This is an optimization exercise on Yosys and OpenROAD, whose aim is a short achievable clock period and few clock cycles, not a production implementation. Function was checked by simulation only, so behaviour that the tests miss may differ from the original.

==> run a <==
## solar16_core
module solar16_core (
    input  wire        clk,
    input  wire        rst,           
    input  wire [16:0] prog_len,      
    output wire        imem_req,
    output wire [15:0] imem_addr,
    input  wire        imem_ack,
    input  wire [31:0] imem_rdata,
    output wire        dmem_req,
    output wire        dmem_we,
    output wire [15:0] dmem_addr,
    output wire [7:0]  dmem_wdata,
    input  wire        dmem_ack,
    input  wire [7:0]  dmem_rdata,
    output wire        in_req,
    input  wire        in_ack,
    input  wire        in_eof,
    input  wire [20:0] in_char,
    output reg         out_valid,
    output reg  [7:0]  out_data,
    output wire [1:0]  run_state,     
    output reg  [2:0]  fault_cause,
    output reg  [16:0] fault_pc,
    output reg  [7:0]  fault_opcode,
    output reg  [7:0]  fault_operand,
    output wire [16:0] pc_out,
    output wire        z_out,
    input  wire [3:0]  dbg_sel,
    output wire [15:0] dbg_reg
);
    localparam OP_ADD  = 8'h00, OP_SUB  = 8'h01, OP_MUL  = 8'h02;
    localparam OP_RADD = 8'h03, OP_RSUB = 8'h04, OP_RMUL = 8'h05;
    localparam OP_MOV  = 8'h10, OP_LD   = 8'h11, OP_ST   = 8'h12, OP_CLR = 8'h13;
    localparam OP_JMP  = 8'h20, OP_JZ   = 8'h21, OP_JNZ  = 8'h22, OP_HALT = 8'h23;
    localparam OP_CMP  = 8'h30;
    localparam OP_AND  = 8'h40, OP_NOT  = 8'h41, OP_OR   = 8'h42, OP_XOR = 8'h43;
    localparam OP_SHL  = 8'h44, OP_SHR  = 8'h45;
    localparam OP_CLZ  = 8'hF0, OP_NOP  = 8'hFF;
    localparam F_ILLEGAL  = 3'd1, F_MISALIGN = 3'd2, F_OUTOFPROG = 3'd3, F_BADREG = 3'd4;
    localparam ST_RUN = 2'd0, ST_HALT = 2'd1, ST_FAULT = 2'd2;
    localparam D_FAULT = 0,    
               D_U1    = 1,    
               D_U2    = 2,    
               D_ADD   = 3,    
               D_SUB   = 4,    
               D_MUL   = 5,    
               D_AND   = 6,
               D_OR    = 7,
               D_XOR   = 8,
               D_NOT   = 9,
               D_SHL   = 10,
               D_SHR   = 11,
               D_MOV   = 12,
               D_CLR   = 13,
               D_CMP   = 14,
               D_CLZ   = 15,
  ...
export LEC_CHECK = 0
export ABC_CLOCK_PERIOD_IN_PS = 5000
export CAP_MARGIN = 20
export CORE_MARGIN = 2
export CORE_UTILIZATION = 40
export PLACE_DENSITY = 0.6
export SETUP_SLACK_MARGIN = 4.5
export SLEW_MARGIN = 20
create_clock -name core_clock -period 10.0 [get_ports {clk}]
run.sh (not shown) runs the stock make flow with config.mk's settings and CLKGATE_MAP_FILE= SYNTH_SCRIPT=/design/flow/synth_recipe.tcl, a recipe that flattens the netlist after the stock synthesis.
==> run b: changes against run a <==
--- a/flow/design.v
+++ b/flow/design.v
@@ -138,20 +138,14 @@
     reg [15:0] regs [0:15];
     reg [16:0] fpc;               
     reg        fbad;              
     reg        f_pend;            
     reg        f_kill;            
     reg [31:0] fb0, fb1;          
     reg [1:0]  fq;                
-    reg        f_pt, fb0_pt, fb1_pt, ir_pt;   
-    localparam NB = 4;
-    reg [NB-1:0] bv;
-    reg [15:0] bpc [0:NB-1];
-    reg [15:0] btg [0:NB-1];
-    reg [1:0]  bptr;
     reg        ir_v;
     reg [31:0] ir;
     reg [DW-1:0] id;
     reg [15:0] opa, opb;          
     reg [1:0]  ls_ph;             
     reg        ls_we;
     reg [15:0] ls_a1;             
@@ -176,33 +170,15 @@
     wire stall   = (id[D_FAULT] || id[D_HALT]) ? !quiet :
                    (dep ||
                     (id[D_LD]   && !(port_ok && lp_ok)) ||
                     (id[D_LDIN] && !lp_ok) ||
                     (id[D_ST]   && !port_ok));
     wire e_go    = e_act && !stall;
     wire e_ok    = e_go && !id[D_FAULT];           
-    wire is_br   = id[D_JMP] || id[D_JZ] || id[D_JNZ];
-    wire tk      = id[D_JMP] || (id[D_JZ] && zf) || (id[D_JNZ] && !zf);
-    wire br_tk   = e_act && tk;                    
-    wire redir   = e_act && is_br && (tk != ir_pt);   
-    wire [16:0] pc4  = pc + 17'd4;
-    wire [16:0] rtgt = tk ? {1'b0, ir_imm} : pc4;
-    wire        rbad = tk ? id[D_TBAD] : fetch_bad(pc4, plen);
-    reg        bhit;
-    reg [15:0] bt;
-    integer k;
-    always @(*) begin
-        bhit = 1'b0;
-        bt   = 16'd0;
-        for (k = 0; k < NB; k = k + 1)
-            if (bv[k] && bpc[k] == fpc[15:0]) begin
-                bhit = 1'b1;
-                bt   = btg[k];
-            end
-    end
+    wire br_tk   = e_act && (id[D_JMP] || (id[D_JZ] && zf) || (id[D_JNZ] && !zf));
     wire e_wr    = e_ok && id[D_WR];
     wire e_mem   = e_ok && (id[D_LD] || id[D_ST]);
     wire e_in    = e_ok && id[D_LDIN];
     wire [15:0] sum  = opa + opb;
     wire [15:0] dif  = opa - opb;
     wire [15:0] prod = opa * opb;
     wire [15:0] shl  = opa << opb[3:0];
@@ -214,29 +190,28 @@
                        ({16{id[D_OR]}}  & (opa | opb)) |
                        ({16{id[D_XOR]}} & (opa ^ opb)) |
                        ({16{id[D_NOT]}} & ~opa) |
                        ({16{id[D_SHL]}} & shl) |
                        ({16{id[D_SHR]}} & shr) |
                        ({16{id[D_MOV]}} & opb);
     wire live    = f_pend && !f_kill;
-    wire new_in  = imem_ack && live && !redir;
+    wire new_in  = imem_ack && live && !br_tk;
     wire [2:0] occ = {2'b0, ir_v} + {1'b0, fq} + {2'b0, live};
     wire f_can   = !f_pend || imem_ack;
     wire want    = (st == ST_RUN) && !fbad && (occ <= 3'd2);
-    wire f_issue = redir ? (!rbad && f_can) : (want && f_can);
+    wire f_issue = br_tk ? (!id[D_TBAD] && f_can) : (want && f_can);
     wire drained = !ir_v && (fq == 2'd0) && !live && fbad;
     assign imem_req  = f_issue;
-    assign imem_addr = redir ? rtgt[15:0] : fpc[15:0];
-    wire [16:0] fpc_n = redir   ? (rtgt + {14'd0, f_issue, 2'b00}) :
-                        f_issue ? (bhit ? {1'b0, bt} : fpc + 17'd4) : fpc;
+    assign imem_addr = br_tk ? ir_imm : fpc[15:0];
+    wire [16:0] fpc_n = br_tk ? ({1'b0, ir_imm} + {14'd0, f_issue, 2'b00}) :
+                                (fpc + {14'd0, f_issue, 2'b00});
     wire adv     = !ir_v || e_go;
-    wire take_fb = adv && !redir && (fq != 2'd0);
+    wire take_fb = adv && !br_tk && (fq != 2'd0);
     wire take_in = adv && new_in && (fq == 2'd0);
     wire [31:0] nxw = take_fb ? fb0 : take_in ? imem_rdata : ir;
-    wire        npt = take_fb ? fb0_pt : take_in ? f_pt : ir_pt;
     wire [3:0]  nrd = nxw[11:8];
     wire [3:0]  nrs = nxw[19:16];
     wire [DW-1:0] nid = predecode(nxw, plen);
     function [15:0] rdreg(input [3:0] i);
         begin
             if (e_wr && ir_rd == i)      rdreg = res;
             else if (l_wr && lp_rd == i) rdreg = l_val;
@@ -268,24 +243,14 @@
             for (i = 0; i < 16; i = i + 1)
                 regs[i] <= 16'd0;
             fpc    <= 17'd0;
             fbad   <= fetch_bad(17'd0, prog_len);
             f_pend <= 1'b0;
             f_kill <= 1'b0;
             fq     <= 2'd0;
-            f_pt   <= 1'b0;
-            fb0_pt <= 1'b0;
-            fb1_pt <= 1'b0;
-            ir_pt  <= 1'b0;
-            bv     <= {NB{1'b0}};
-            bptr   <= 2'd0;
-            for (i = 0; i < NB; i = i + 1) begin
-                bpc[i] <= 16'd0;
-                btg[i] <= 16'd0;
-            end
             fb0    <= 32'd0;
             fb1    <= 32'd0;
             ir_v   <= 1'b0;
             ir     <= 32'd0;
             id     <= {DW{1'b0}};
             opa    <= 16'd0;
             opb    <= 16'd0;
@@ -297,46 +262,43 @@
             lp     <= 1'b0;
             lp_in  <= 1'b0;
             lp_rd  <= 4'd0;
         end else begin
             if (f_issue) begin
                 f_pend <= 1'b1;
                 f_kill <= 1'b0;
-                f_pt   <= !redir && bhit;
             end else if (imem_ack) begin
                 f_pend <= 1'b0;
                 f_kill <= 1'b0;
-            end else if (redir) begin
+            end else if (br_tk) begin
                 f_kill <= f_pend;
             end
-            if (redir || f_issue) begin
+            if (br_tk || f_issue) begin
                 fpc  <= fpc_n;
                 fbad <= fetch_bad(fpc_n, plen);
             end
-            if (redir) begin
+            if (br_tk) begin
                 fq   <= 2'd0;
                 ir_v <= 1'b0;
             end else begin
                 if (adv) begin
                     ir_v <= take_fb || take_in;
                     ir   <= nxw;
                     id   <= nid;
-                    ir_pt <= npt;
                     if (fq == 2'd2) begin
                         fb0 <= fb1;
-                        fb0_pt <= fb1_pt;
-                        if (new_in) begin fb1 <= imem_rdata; fb1_pt <= f_pt; end
+                        if (new_in) fb1 <= imem_rdata;
                         fq <= new_in ? 2'd2 : 2'd1;
                     end else if (fq == 2'd1) begin
-                        if (new_in) begin fb0 <= imem_rdata; fb0_pt <= f_pt; end
+                        if (new_in) fb0 <= imem_rdata;
                         fq <= new_in ? 2'd1 : 2'd0;
                     end
                 end else if (new_in) begin
-                    if (fq == 2'd0) begin fb0 <= imem_rdata; fb0_pt <= f_pt; end
-                    else            begin fb1 <= imem_rdata; fb1_pt <= f_pt; end
+                    if (fq == 2'd0) fb0 <= imem_rdata;
+                    else            fb1 <= imem_rdata;
                     fq <= fq + 2'd1;
                 end
             end
             opa <= rdreg(nrd);
             opb <= nid[D_BIMM] ? nxw[31:16] : rdreg(nrs);
             if (e_go) begin
                 if (id[D_FAULT]) begin
@@ -344,15 +306,15 @@
                     fault_cause   <= id[D_ILL] ? F_ILLEGAL : F_BADREG;
                     fault_pc      <= pc;
                     fault_opcode  <= ir[7:0];
                     fault_operand <= id[D_ILL] ? 8'd0 : (id[D_FOPND] ? ir_op2 : ir_op1);
                 end else if (id[D_HALT]) begin
                     st <= ST_HALT;
                 end else begin
-                    pc <= br_tk ? {1'b0, ir_imm} : pc4;
+                    pc <= br_tk ? {1'b0, ir_imm} : pc + 17'd4;
                     if (id[D_RES]) zf <= (res == 16'd0);
                     if (id[D_CLR]) zf <= 1'b1;
                     if (id[D_CMP]) zf <= (opa == opb);
                     if (id[D_CLZ]) zf <= 1'b0;
                     if (id[D_OUT]) begin
                         out_valid <= 1'b1;
                         out_data  <= opa[7:0];
@@ -361,25 +323,14 @@
             end else if (drained && quiet && st == ST_RUN) begin
                 st          <= ST_FAULT;
                 fault_cause <= (fpc[1:0] != 2'b00) ? F_MISALIGN : F_OUTOFPROG;
                 fault_pc    <= fpc;
             end
             if (e_wr) regs[ir_rd] <= id[D_CLR] ? 16'd0 : res;
             if (l_wr) regs[lp_rd] <= l_val;
-            if (e_act && is_br) begin
-                if (tk && !ir_pt) begin
-                    bv[bptr]  <= 1'b1;
-                    bpc[bptr] <= pc[15:0];
-                    btg[bptr] <= ir_imm;
-                    bptr      <= bptr + 2'd1;
-                end else if (!tk && ir_pt) begin
-                    for (i = 0; i < NB; i = i + 1)
-                        if (bpc[i] == pc[15:0]) bv[i] <= 1'b0;
-                end
-            end
             if (e_mem) begin
                 ls_ph <= 2'd1;
                 ls_we <= id[D_ST];
                 ls_a1 <= ir_imm + 16'd1;
                 ls_hi <= opa[15:8];
             end else if (ls_ph == 2'd1 && dmem_ack) begin
                 ls_ph <= 2'd2;
- ABC_CLOCK_PERIOD_IN_PS: 5000 -> unset
- SETUP_SLACK_MARGIN: 4.5 -> unset
==> flow_metrics.tcl <==
set metrics [dict create \
    setup_slack_ns 1.92 \
    period_minus_slack_ns 8.08 \
    fillerInstances 9557 \
    fmax_mhz 124 \
    yosys.area_share.simple 0.205 \
    pre_cts_slack_ns 1.73 \
    required_ns 10.35 \
    status "finished clean" \
    die_w_um 320 \
    synthTopCellsByArea "edfxtp_1 19%, dfxtp_1 15%, nand2_1 7.8%" \
    stdcell_area_um2 45300 \
    cp_top_family "adder cells" \
    ys_seq_area_frac 0.345 \
    cp_max_fo 16 \
    synth.avg_cell_area_um2 8.55 \
]
The numbers above come from run b.

==> flow_metrics.tcl <==
set metrics [dict create \
    status "finished clean" \
    die_w_um 354 \
    synthTopCellsByArea "edfxtp_1 24%, dfxtp_1 13%, nand2_1 6.3%" \
    synth.avg_cell_area_um2 8.88 \
    pre_cts_slack_ns 1.70 \
    stdcell_area_um2 61900 \
    period_minus_slack_ns 7.34 \
    cp_max_fo 8 \
    cp_top_family "compound AO/OA/AOI/OAI gates" \
    setup_slack_ns 2.66 \
]
The numbers above come from run a.

Testbench counts of run a, summed over its fixed seeds: cycles 31,409.
Testbench counts of run b, summed over its fixed seeds: cycles 35,963.

## separate check: timing with driven ports
How much do the figures lean on ideal ports? The routed layouts below were timed once more, with nothing changed but the port constraints. Step 1 (the two cells are an assumption about what drives the block):
set clk [get_ports {clk}]
set_driving_cell -lib_cell sky130_fd_sc_hd__clkbuf_16 $clk
set_driving_cell -lib_cell sky130_fd_sc_hd__buf_2 [delete_from_list [all_inputs] $clk]
Step 2 adds t to the input delays and takes it off the output delays; t is the mean of the earliest and latest rising clock arrival at the registers after step 1. Input paths then give back, and output paths get back, about the clock's delay inside the block. a / b / c = ideal ports / drivers / drivers and shift; a / b = the first two.
run | t, ns | setup WS [ns] | hold WS [ns]
run a | 0.761 | 2.656 / 2.656 / 2.656 | 0.454 / 0.454 / 0.454
run b | 0.712 | 1.925 / 1.925 / 1.490 | 0.453 / 0.453 / 0.453
After both steps setup and hold are still met in every run listed. The setup slack of run b, which loses most, moves by 0.000 ns with the drivers and by -0.435 ns with both steps.
